Background: an optimization exercise with open tools, aiming at small area. Do not read the settings as production practice. The RTL was checked by simulation tests, not by an equivalence proof against the original design. Power and IR drop assume default switching activity.

==> flow/design.v <==
module ea_divider (
    input  wire        clk,
    input  wire        load,
    input  wire        mul,
    input  wire        div,
    input  wire        round,
    input  wire        down,
    input  wire        neg,
    input  wire [31:0] bus,
    output wire        fits,
    output wire        ovf,
    output wire [30:0] q
);
    reg [48:0] A;
    wire        b    = A[0] ^ neg;
    wire [15:0] m    = down ? bus[15:0] : 16'd25600;
    wire        c    = round ? A[0] : 1'b1;
    reg  [32:0] opb;
    reg         cin;
    always @(*) begin
        if (mul) begin
            opb = {1'b0, (b ? m : 16'd0), 16'd0};
            cin = 1'b0;
        end else if (down) begin
            opb = {~18'd25600, {15{c}}};
            cin = c;
        end else begin
            opb = ~{1'b0, bus};
            cin = c;
        end
    end
    wire [33:0] s = {1'b0, A[48:16]} + {1'b0, opb} + {33'd0, cin};
    assign fits = s[33];
    always @(posedge clk) begin
        if (load)
            A <= {1'b0, (neg ? 16'd25600 : 16'd0), bus};
        else if (mul)
            A <= {1'b0, s[32:16], A[31:1]};
        else if (div && !round)
            A <= {(fits ? s[31:0] : A[47:16]), A[15:0], fits};
    end
    wire [16:0] lo = {1'b0, A[15:0] ^ {16{neg}}} + {16'd0, fits ^ neg};
    wire [15:0] hi = {1'b0, A[30:16]} + {15'd0, lo[16]};
    assign q   = {hi[14:0], lo[15:0]};
    assign ovf = down ? hi[15] : ((lo[16] | lo[15]) ^ neg);
endmodule
module ea_engine (
    input  wire        clk,
    input  wire        rst,
    input  wire        req,
    input  wire        we,
    input  wire [1:0]  space,
    input  wire [7:0]  addr,
    input  wire [31:0] wdata,
    output reg  [31:0] rdata,
    output wire        busy
);
    localparam S_IDLE  = 3'd0;
    localparam S_ENC   = 3'd1;
    localparam S_DEC   = 3'd2;
    localparam S_UNPK  = 3'd3;
    localparam S_CSADD = 3'd4;
    localparam S_SLD   = 3'd5;
    localparam S_SMUL  = 3'd6;
    localparam S_SDIV  = 3'd7;
    reg [7:0]  cmd;
    reg [3:0]  err;
    reg        sticky;
    reg        rx_valid;
    reg        rx_ack;
    reg        cal_lock;
    reg [7:0]  fault_code;    
    reg [15:0] csacc;
    reg [7:0]  cs_in;
    reg [7:0]  tx_node;
    reg [7:0]  tx_obj;
    reg [4:0]  pay_len;
    reg [4:0]  tx_len;
    reg [12:0] tx_cs;         
    reg [7:0]  rx_len;
    reg [4:0]  rx_plen;       
    reg [12:0] rx_cscalc;     
    reg [15:0] rx_csrecv;
    reg [7:0]  fld_off;
    reg [15:0] raw16;
    reg [31:0] fld_w32;
    reg [31:0] phys;
    reg [31:0] cal_v;
    reg [31:0] cal_i;
    reg [7:0]  pay [0:15];
    reg [4:0]  tx0;           
    reg [7:0]  tx  [1:20];
    reg [7:0]  rx  [0:20];
    reg [2:0]  st;
    reg [5:0]  idx;
    assign busy = (st != S_IDLE);
    wire acc    = req && !busy;
    wire hw     = acc && we;
    wire hw_reg = hw && (space == 2'd0);
    wire hw_pay = hw && (space == 2'd1) && (addr[7:4] == 4'd0);
    wire hw_rx  = hw && (space == 2'd3) && (addr < 8'd21);
    wire cmd_go = hw_reg && (addr == 8'h00);
    wire [7:0] c = wdata[7:0];
    wire       down = cmd[1];             
    wire       ch   = cmd[0];             
    wire       neg  = phys[31] & ~down;   
    wire [5:0] n3   = {1'b0, pay_len} + 6'd3;
    reg  [1:0] isp;
    reg  [4:0] iad;
    always @(*) begin
        isp = 2'd0;
        iad = 5'h0F;
        case (st)
            S_ENC: begin
                if (idx < 6'd3) begin
                    isp = 2'd0;
                    iad = {3'b001, idx[1:0]};         
                end else begin
                    isp = 2'd1;
                    iad = idx[4:0] - 5'd3;
                end
            end
            S_DEC: begin
                isp = 2'd3;
                iad = idx[4:0];
            end
            S_UNPK: begin
                isp = 2'd3;
                iad = fld_off[4:0] + {4'd0, idx[0]};
            end
            S_CSADD: iad = 5'h04;
            S_SLD:   iad = down ? {4'b1001, ch} : 5'h11;
            S_SMUL:  iad = 5'h0F;
            S_SDIV:  iad = {4'b1001, ch};
            default: ;
        endcase
    end
    wire [1:0] rsp = busy ? isp : space;
    wire [7:0] rad = busy ? {3'b000, iad} : addr;
    reg [3:0] fault_kind;
    always @(*) begin
        case (fault_code)
            8'h00:   fault_kind = 4'd0;
            8'h03:   fault_kind = 4'd1;
            8'h04:   fault_kind = 4'd2;
            8'h05:   fault_kind = 4'd3;
            8'h07:   fault_kind = 4'd4;
            8'h08:   fault_kind = 4'd5;
            8'h09:   fault_kind = 4'd6;
            8'h0F:   fault_kind = 4'd7;
            8'h30:   fault_kind = 4'd8;
            8'h31:   fault_kind = 4'd9;
            default: fault_kind = 4'd10;
        endcase
    end
    always @(*) begin
        rdata = 32'h0;
        case (rsp)
            2'd0: begin
                case (rad)
                    8'h00: rdata = {24'h0, cmd};
                    8'h01: rdata = {24'h0, cal_lock, rx_ack, rx_valid, sticky, err};
                    8'h02: rdata = {16'h0, fault_code, 4'h0, fault_kind};
                    8'h03: rdata = {16'h0, csacc};
                    8'h04: rdata = {24'h0, cs_in};
                    8'h05: rdata = {24'h0, tx_node};
                    8'h06: rdata = {24'h0, tx_obj};
                    8'h07: rdata = {27'h0, pay_len};
                    8'h08: rdata = {27'h0, tx_len};
                    8'h09: rdata = {19'h0, tx_cs};
                    8'h0A: rdata = {24'h0, rx_len};
                    8'h0B: rdata = {27'h0, rx_plen};
                    8'h0C: rdata = {19'h0, rx_cscalc};
                    8'h0D: rdata = {16'h0, rx_csrecv};
                    8'h0E: rdata = {24'h0, fld_off};
                    8'h0F: rdata = {16'h0, raw16};
                    8'h10: rdata = fld_w32;
                    8'h11: rdata = phys;
                    8'h12: rdata = cal_v;
                    8'h13: rdata = cal_i;
                    default: rdata = 32'h0;
                endcase
            end
            2'd1: if (rad[7:4] == 4'd0) rdata = {24'h0, pay[rad[3:0]]};
            2'd2: begin
                if (rad == 8'd0)
                    rdata = {24'h0, tx0[4], 3'b111, tx0[3:0]};
                else if (rad < 8'd21)
                    rdata = {24'h0, tx[rad[4:0]]};
            end
            2'd3: if (rad < 8'd21) rdata = {24'h0, rx[rad[4:0]]};
        endcase
    end
    wire [7:0] rbyte = rdata[7:0];
    wire [15:0] cs_a   = (st == S_ENC) ? {3'b000, tx_cs} :
                         (st == S_DEC) ? {3'b000, rx_cscalc} : csacc;
    wire [15:0] cs_sum = cs_a + {8'h00, rbyte};
    wire        sc_mul   = (st == S_SMUL);
    wire        sc_load  = (st == S_SLD);
    wire        sc_div   = (st == S_SDIV);
    wire [5:0]  div_last = down ? 6'd31 : 6'd16;
    wire        sc_round = sc_div && (idx == div_last + 6'd1);
    wire        sc_first = sc_div && (idx == 6'd0);
    wire        sc_fits;
    wire        sc_ovf;
    wire [30:0] sc_q;
    ea_divider u_div (
        .clk   (clk),
        .load  (sc_load),
        .mul   (sc_mul),
        .div   (sc_div),
        .round (sc_round),
        .down  (down),
        .neg   (neg),
        .bus   (rdata),
        .fits  (sc_fits),
        .ovf   (sc_ovf),
        .q     (sc_q)
    );
    wire [7:0]  dec_s    = rx[2];
    wire [7:0]  dec_e    = rx[3];
    wire        dec_sff  = (dec_s == 8'hFF);
    wire        dec_e0   = (dec_e == 8'h00);
    wire [15:0] dec_recv = {rx_csrecv[7:0], rbyte};
    wire [3:0]  sd_nib   = (pay_len == 5'd0) ? 4'd0 : (pay_len[3:0] - 4'd1);
    wire pk16_go = cmd_go && (c == 8'h41);
    wire enc_go  = cmd_go && (c[7:1] == 7'b0010000) && (pay_len <= 5'd16);
    wire enc_body = (idx < n3);
    always @(posedge clk) begin
        if (hw_pay)
            pay[addr[3:0]] <= wdata[7:0];
        if (pk16_go) begin
            pay[0] <= raw16[15:8];
            pay[1] <= raw16[7:0];
        end
        if (hw_rx)
            rx[addr[4:0]] <= wdata[7:0];
        if (enc_go)
            tx0 <= {c[0], sd_nib};
        if (!rst && st == S_ENC)
            tx[idx[4:0]] <= enc_body ? rbyte :
                            (idx == n3) ? {3'b000, tx_cs[12:8]} : tx_cs[7:0];
    end
    always @(posedge clk) begin
        if (rst) begin
            cmd        <= 8'h00;
            err        <= 4'd0;
            sticky     <= 1'b0;
            rx_valid   <= 1'b0;
            rx_ack     <= 1'b0;
            cal_lock   <= 1'b0;
            fault_code <= 8'h00;
            csacc      <= 16'h0000;
            cs_in      <= 8'h00;
            tx_node    <= 8'h00;
            tx_obj     <= 8'h00;
            pay_len    <= 5'd0;
            tx_len     <= 5'd0;
            tx_cs      <= 13'h0000;
            rx_len     <= 8'h00;
            rx_plen    <= 5'd0;
            rx_cscalc  <= 13'h0000;
            rx_csrecv  <= 16'h0000;
            fld_off    <= 8'h00;
            raw16      <= 16'h0000;
            fld_w32    <= 32'h0;
            phys       <= 32'h0;
            cal_v      <= 32'h0;
            cal_i      <= 32'h0;
            st         <= S_IDLE;
            idx        <= 6'd0;
        end else begin
            if (hw_rx) begin
                rx_valid <= 1'b0;
                rx_ack   <= 1'b0;
            end
            if (hw_reg) begin
                case (addr)
                    8'h03: csacc   <= wdata[15:0];
                    8'h04: cs_in   <= wdata[7:0];
                    8'h05: tx_node <= wdata[7:0];
                    8'h06: tx_obj  <= wdata[7:0];
                    8'h07: pay_len <= wdata[4:0];
                    8'h0A: begin
                        rx_len   <= wdata[7:0];
                        rx_valid <= 1'b0;
                        rx_ack   <= 1'b0;
                    end
                    8'h0E: fld_off <= wdata[7:0];
                    8'h0F: raw16   <= wdata[15:0];
                    8'h11: phys    <= wdata;
                    8'h12: if (!cal_lock) cal_v <= wdata;
                    8'h13: if (!cal_lock) cal_i <= wdata;
                    default: ;
                endcase
            end
            if (cmd_go) begin
                cmd <= c;
                err <= 4'd0;
                idx <= 6'd0;
                case (c)
                    8'h00: ;
                    8'h01: sticky <= 1'b0;
                    8'h10: csacc <= 16'h0000;
                    8'h11: st <= S_CSADD;
                    8'h20, 8'h21: begin
                        if (pay_len > 5'd16) begin
                            tx_len <= 5'd0;
                            tx_cs  <= 13'h0000;
                            err    <= 4'd2;
                            sticky <= 1'b1;
                        end else begin
                            tx_len <= pay_len + 5'd5;
                            tx_cs  <= {5'd0, c[0], 3'b111, sd_nib};
                            idx    <= 6'd1;
                            st     <= S_ENC;
                        end
                    end
                    8'h30: begin
                        rx_valid   <= 1'b0;
                        rx_ack     <= 1'b0;
                        fault_code <= 8'h00;
                        rx_plen    <= 5'd0;
                        rx_cscalc  <= 13'h0000;
                        rx_csrecv  <= 16'h0000;
                        if (rx_len > 8'd21) begin
                            err    <= 4'd3;
                            sticky <= 1'b1;
                        end else if (rx_len < 8'd5) begin
                            err    <= 4'd4;
                            sticky <= 1'b1;
                        end else
                            st <= S_DEC;
                    end
                    8'h40: begin
                        if (rx_len > 8'd21) begin
                            err    <= 4'd3;
                            sticky <= 1'b1;
                        end else if ({1'b0, fld_off} + 9'd1 >= {1'b0, rx_len}) begin
                            err    <= 4'd7;
                            sticky <= 1'b1;
                        end else
                            st <= S_UNPK;
                    end
                    8'h41: pay_len <= 5'd2;
                    8'h42: begin
                        if (rx_len > 8'd21) begin
                            err    <= 4'd3;
                            sticky <= 1'b1;
                        end else if (rx_len != 8'd9) begin
                            err    <= 4'd7;
                            sticky <= 1'b1;
                        end else
                            fld_w32 <= {rx[6], rx[5], rx[4], rx[3]};
                    end
                    8'h50, 8'h51, 8'h52, 8'h53: begin
                        if (!cal_lock) begin
                            err    <= 4'd8;
                            sticky <= 1'b1;
                        end else
                            st <= S_SLD;
                    end
                    8'h60: begin
                        if (!cal_lock) begin
                            if (cal_v == 32'd0 || cal_i == 32'd0) begin
                                err    <= 4'd9;
                                sticky <= 1'b1;
                            end else
                                cal_lock <= 1'b1;
                        end
                    end
                    default: begin
                        err    <= 4'd1;
                        sticky <= 1'b1;
                    end
                endcase
            end
            case (st)
                S_CSADD: begin
                    csacc <= cs_sum;
                    st    <= S_IDLE;
                end
                S_ENC: begin
                    if (enc_body)
                        tx_cs <= cs_sum[12:0];
                    idx <= idx + 6'd1;
                    if (idx == n3 + 6'd1)
                        st <= S_IDLE;
                end
                S_DEC: begin
                    idx <= idx + 6'd1;
                    if (idx < {1'b0, rx_len[4:0]} - 6'd2)
                        rx_cscalc <= cs_sum[12:0];
                    else
                        rx_csrecv <= dec_recv;
                    if (idx == {1'b0, rx_len[4:0]} - 6'd1) begin
                        st <= S_IDLE;
                        if (dec_recv != {3'b000, rx_cscalc}) begin
                            err    <= 4'd5;
                            sticky <= 1'b1;
                        end else begin
                            rx_valid <= 1'b1;
                            rx_plen  <= rx_len[4:0] - 5'd5;
                            rx_ack   <= dec_sff && dec_e0;
                            if (dec_sff && !dec_e0) begin
                                fault_code <= dec_e;
                                err        <= 4'd6;
                                sticky     <= 1'b1;
                            end
                        end
                    end
                end
                S_UNPK: begin
                    raw16 <= {raw16[7:0], rbyte};
                    idx   <= idx + 6'd1;
                    if (idx[0])
                        st <= S_IDLE;
                end
                S_SLD: begin
                    st  <= S_SMUL;
                    idx <= 6'd0;
                end
                S_SMUL: begin
                    idx <= idx + 6'd1;
                    if (idx == 6'd31) begin
                        st  <= S_SDIV;
                        idx <= 6'd0;
                    end
                end
                S_SDIV: begin
                    idx <= idx + 6'd1;
                    if (sc_first && sc_fits) begin
                        err    <= 4'd10;
                        sticky <= 1'b1;
                        st     <= S_IDLE;
                    end
                    if (sc_round) begin
                        st <= S_IDLE;
                        if (sc_ovf) begin
                            err    <= 4'd10;
                            sticky <= 1'b1;
                        end else if (down)
                            phys  <= {1'b0, sc_q};
                        else
                            raw16 <= sc_q[15:0];
                    end
                end
                default: ;
            endcase
        end
    end
endmodule
==> flow/constraint.sdc <==
create_clock -name core_clock -period 12.0 [get_ports {clk}]
set_input_delay 2.4000 -clock core_clock [delete_from_list [all_inputs] [get_ports {clk}]]
set_output_delay 2.4000 -clock core_clock [all_outputs]
set_load 0.01 [all_outputs]
==> flow/config.mk <==
export PLATFORM = sky130hd
export DESIGN_NAME = ea_engine
export DESIGN_NICKNAME = ea_engine
export VERILOG_FILES = /design/flow/design.v
export SDC_FILE = /design/flow/constraint.sdc
export NUM_CORES = 4
export LEC_CHECK = 0
export CAP_MARGIN = 20
export CORE_MARGIN = 2
export CORE_UTILIZATION = 40
export SLEW_MARGIN = 20
==> flow/run.sh <==
#!/bin/bash
# synth_recipe.tcl (not shown) runs the flow's synth.tcl, then flattens the netlist and writes it again
# the make line also repeats each setting of config.mk as NAME=value (left out here)
make -C /OpenROAD-flow-scripts/flow DESIGN_CONFIG=/design/flow/config.mk WORK_HOME=/design/flow/orfs CLKGATE_MAP_FILE= SYNTH_SCRIPT=/design/flow/synth_recipe.tcl finish
==> results.txt <==
layout make-up:
class | instances | area, um2 | area share (%)
well taps | 1403 | 1760 | 3.58
clock buffers | 123 | 2530 | 5.16
diodes | 2 | 5.00 | 0.0102
clock inverters | 50 | 552 | 1.12
repair buffers | 279 | 2380 | 4.85
inverters | 62 | 233 | 0.474
flip-flops and latches | 824 | 21800 | 44.5
multi-input cells | 3320 | 19800 | 40.3
metrics by stage:
step / power, mW / cells / instance area [um2] / hold WS, ps
6_report: 6.32 / 6063 / 49100 / 449
5_1_grt: 6.45 / 6063 / 49100 / 469
4_1_cts: 6.32 / 6060 / 49000 / 450
3_5_place_dp: 3.43 / 5887 / 46000 / 444
3_3_place_gp: 3.43 / 5887 / 46000 / 435
2_1_floorplan: 3.25 / 4535 / 43100 / 427
worst max-delay path: cells and delay by family:
kind,cells,cell delay (ps)
AOI/OAI and AO/OA,15,4350
and+or+nand+nor,12,2260
buffers and inverters,5,1540
adders and majority gates,4,1170
xor gates and xnor gates,1,130
kinds of logic after synthesis:
kind of cell,synth area share (%)
and+or+nand+nor,18.4
AOI/OAI and AO/OA,17.7
DFF,50.7
buffers and inverters,3.92
muxes,4.47
xor gates and xnor gates,2.38
adders and majority gates,2.47
other,0.00871
how the worst max path moves through the flow:
stage,start,endpoint,slack (ps),depth (start not counted)
2_1_floorplan,addr[5],phys[23]$_SDFF_PP0_,1190,39
3_3_place_gp,addr[3],phys[15]$_SDFF_PP0_,230,36
3_5_place_dp,addr[3],phys[30]$_SDFF_PP0_,140,36
4_1_cts,addr[3],phys[30]$_SDFF_PP0_,790,36
5_1_grt,addr[3],phys[24]$_SDFF_PP0_,20,37
6_report,addr[3],phys[17]$_SDFF_PP0_,720,37
sequential cells by signal, indices dropped and copies added (netlist names), 13 cells and up:
name	cells
fld_w32	32
cal_i	32
rx_cscalc	13
pay	128
raw16	16
rx_csrecv	16
csacc	16
cal_v	32
u_div.A	49
rx	192
tx	160
tx_cs	13
phys	32
per-layer routing:
| metal | GRT usage (%) | share of wire, % | vias to the layer above |
|---|---|---|---|
| met1 | 42.8 | 41 | 18800 |
| met3 | 5.66 | 10 | 462 |
| met2 | 46.4 | 43 | 2304 |
| met5 | 0 | 0 | - |
| met4 | 13.7 | 5.3 | 0 |
| li1 | - | - | 16700 |
power groups by stage:
stage	Combinational [mW]	Clock, mW	Sequential, mW
final	0.364	2.94	3.02
after global routing	0.374	3.06	3.02
after CTS	0.351	2.95	3.02
after detailed placement	0.350	0	3.08
after global placement	0.349	0	3.08
after floorplan	0.173	0	3.08
layout by cell type (no fill, tap or decap), types with 58 or more instances in the layout:
cell type	count
a211oi_1	105
a21oi_1	416
a31oi_1	62
and3_1	64
buf_4	191
clkbuf_16	95
clkdlybuf4s50_1	69
dfxtp_1	291
edfxtp_1	533
ha_1	80
inv_1	58
mux2i_1	144
nand2_1	848
nand3_1	158
nor2_1	330
nor3_1	64
o21ai_0	147
xnor2_1	83
==> reports/results.ini <==
[synth]
netlist_area_mm2=0.0430
synth-seq-area-share_pct=50.7
synthArstFlopShare_pct=0
netlist.area_leader.share_pct=37.2
avgSynthCellArea_um2=9.54
ys_ff_latch=824
yosysTopAreaCell=edfxtp_1
synth.most_common_cell=nand2_1
synthDistinctLibCells=112
yosys_warnings=2
synth_edf_count=533
ys.flop_type=edfxtp_1
syn_inst=4512
netlist_top_cells_area=edfxtp_1 (37%), dfxtp_1 (14%), nand2_1 (7.4%), a21oi_1 (4.8%), mux2i_1 (3.3%)
synthTopCellsByCount=nand2_1 (850), edfxtp_1 (533), a21oi_1 (417), nor2_1 (333), dfxtp_1 (291)

[worst_setup_path]
endpoint_kind=flop
cp_slowest_cell=o41a_1
crit_fanout=41
ff2ff_path_depth=39
worstReg2RegEnd=phys[17]$_SDFF_PP0_
crit_type=in2reg
critPathLaunchType=primary input
r2r_start=idx[0]$_SDFFE_PP0P_
required_ps=12590
r2r_slack_ps=1140
max_stage_delay_ps=620
critical_path_arrival_ps=11870

[timing]
fin_crit_ps=11280
fmax_ghz=0.0886
finalWorstSetupSlack_ps=718
fin_crit_sh_pct=94.0
rsz0062_at_grt=false
hold_violations=0
setup_violations=0
drv_slew=0
finalSetupTns_ps=0
relSlewSlack_pct=22.0
worst_pin_slew_ps=1170
finalClockSkew_ps=38.4

[routing]
num_vias=38200
antenna_left=0
wirelength_mm=175
drtPass1Iterations=8
routedWlPerCell_um=28.9
first_iter_violations=5419
drcViolationCount=0
viasPerCell=6.30

[placed_design]
portBuffers=78
dp_hpwl_mm=125
gp_congestion=0.985
place_ws_ps=137

[grt]
antenna_found_initial=6
grt_pass1_wl_mm=250
grt_start_max_net_pins=95
grt_overflow=0
grt_usage_pct=30.7
first_global_vias=35000

[pwr]
intPower_mw=4.80
p_clk_share_pct=46.5
swShare_pct=24.0
power_density_mw_per_mm2=129
seq_power_share_pct=47.7
leakage_nw=16.8
max-vdd-ir-drop_v=0.000166
combPwrFrac_pct=5.8
p_switching_mw=1.52

[clock_tree]
clockBufferDepth=3
cts_tree=done
htreeDepth=3
clock-root-buffer=clkbuf_16
cts_buffers=93
postCtsResizedCells=0
ctsHoldBuffers=0
clkLatencyLatePin_ps=710
cts_setup_buffers=0
clk_pin_slew_worst_paths_ps=60
clock-sinks=824

[status]
outcome=complete, no violations

[layout]
final_net_count=4709
final_util_pct=45.9
syn_to_final_growth_pct=14.0
nFillCells=10200
drive_above_1_share_pct=9.77

[run]
cap_violations=0

[worst_hold_path]
hp-start=tx_obj[6]$_SDFFE_PP0P_
hold_depth=2
hp-class=reg2reg
min_to=tx_obj[6]$_SDFFE_PP0P_

[die]
fp.coreArea_mm2=0.107
io_pins=79
row_count=120
dieHeight_um=332
die_w_um=332
die_area_mm2=0.110
initial_core_util_pct=40.3

-- static timing again, ports no longer ideal --
No port has a modelled driver above. Below, the same layout with a new extraction and two added sets of constraints.
Step 1 sets driving cells, clkbuf_16 on the clock port and buf_2 on the other inputs (assumed; they add their load-dependent delay and slew).
Step 2 adds t to the input delays and takes it off the output delays; t is the mean of the earliest and latest rising clock arrival at the registers after step 1. Input paths then give back, and output paths get back, about the clock's delay inside the block.
Three values: no drivers, after step 1, after step 2; two values: the first two.
t (ns): 0.768
setup WS [ns]: 0.718 / 0.735 / -0.033
slew at the worst register clock pin (ns): 0.07 / 0.07
With both steps, setup timing fails in this run, where it was met with ideal ports. For this run, drivers alone change the setup slack by +0.017 ns; drivers and shift together by -0.751 ns.
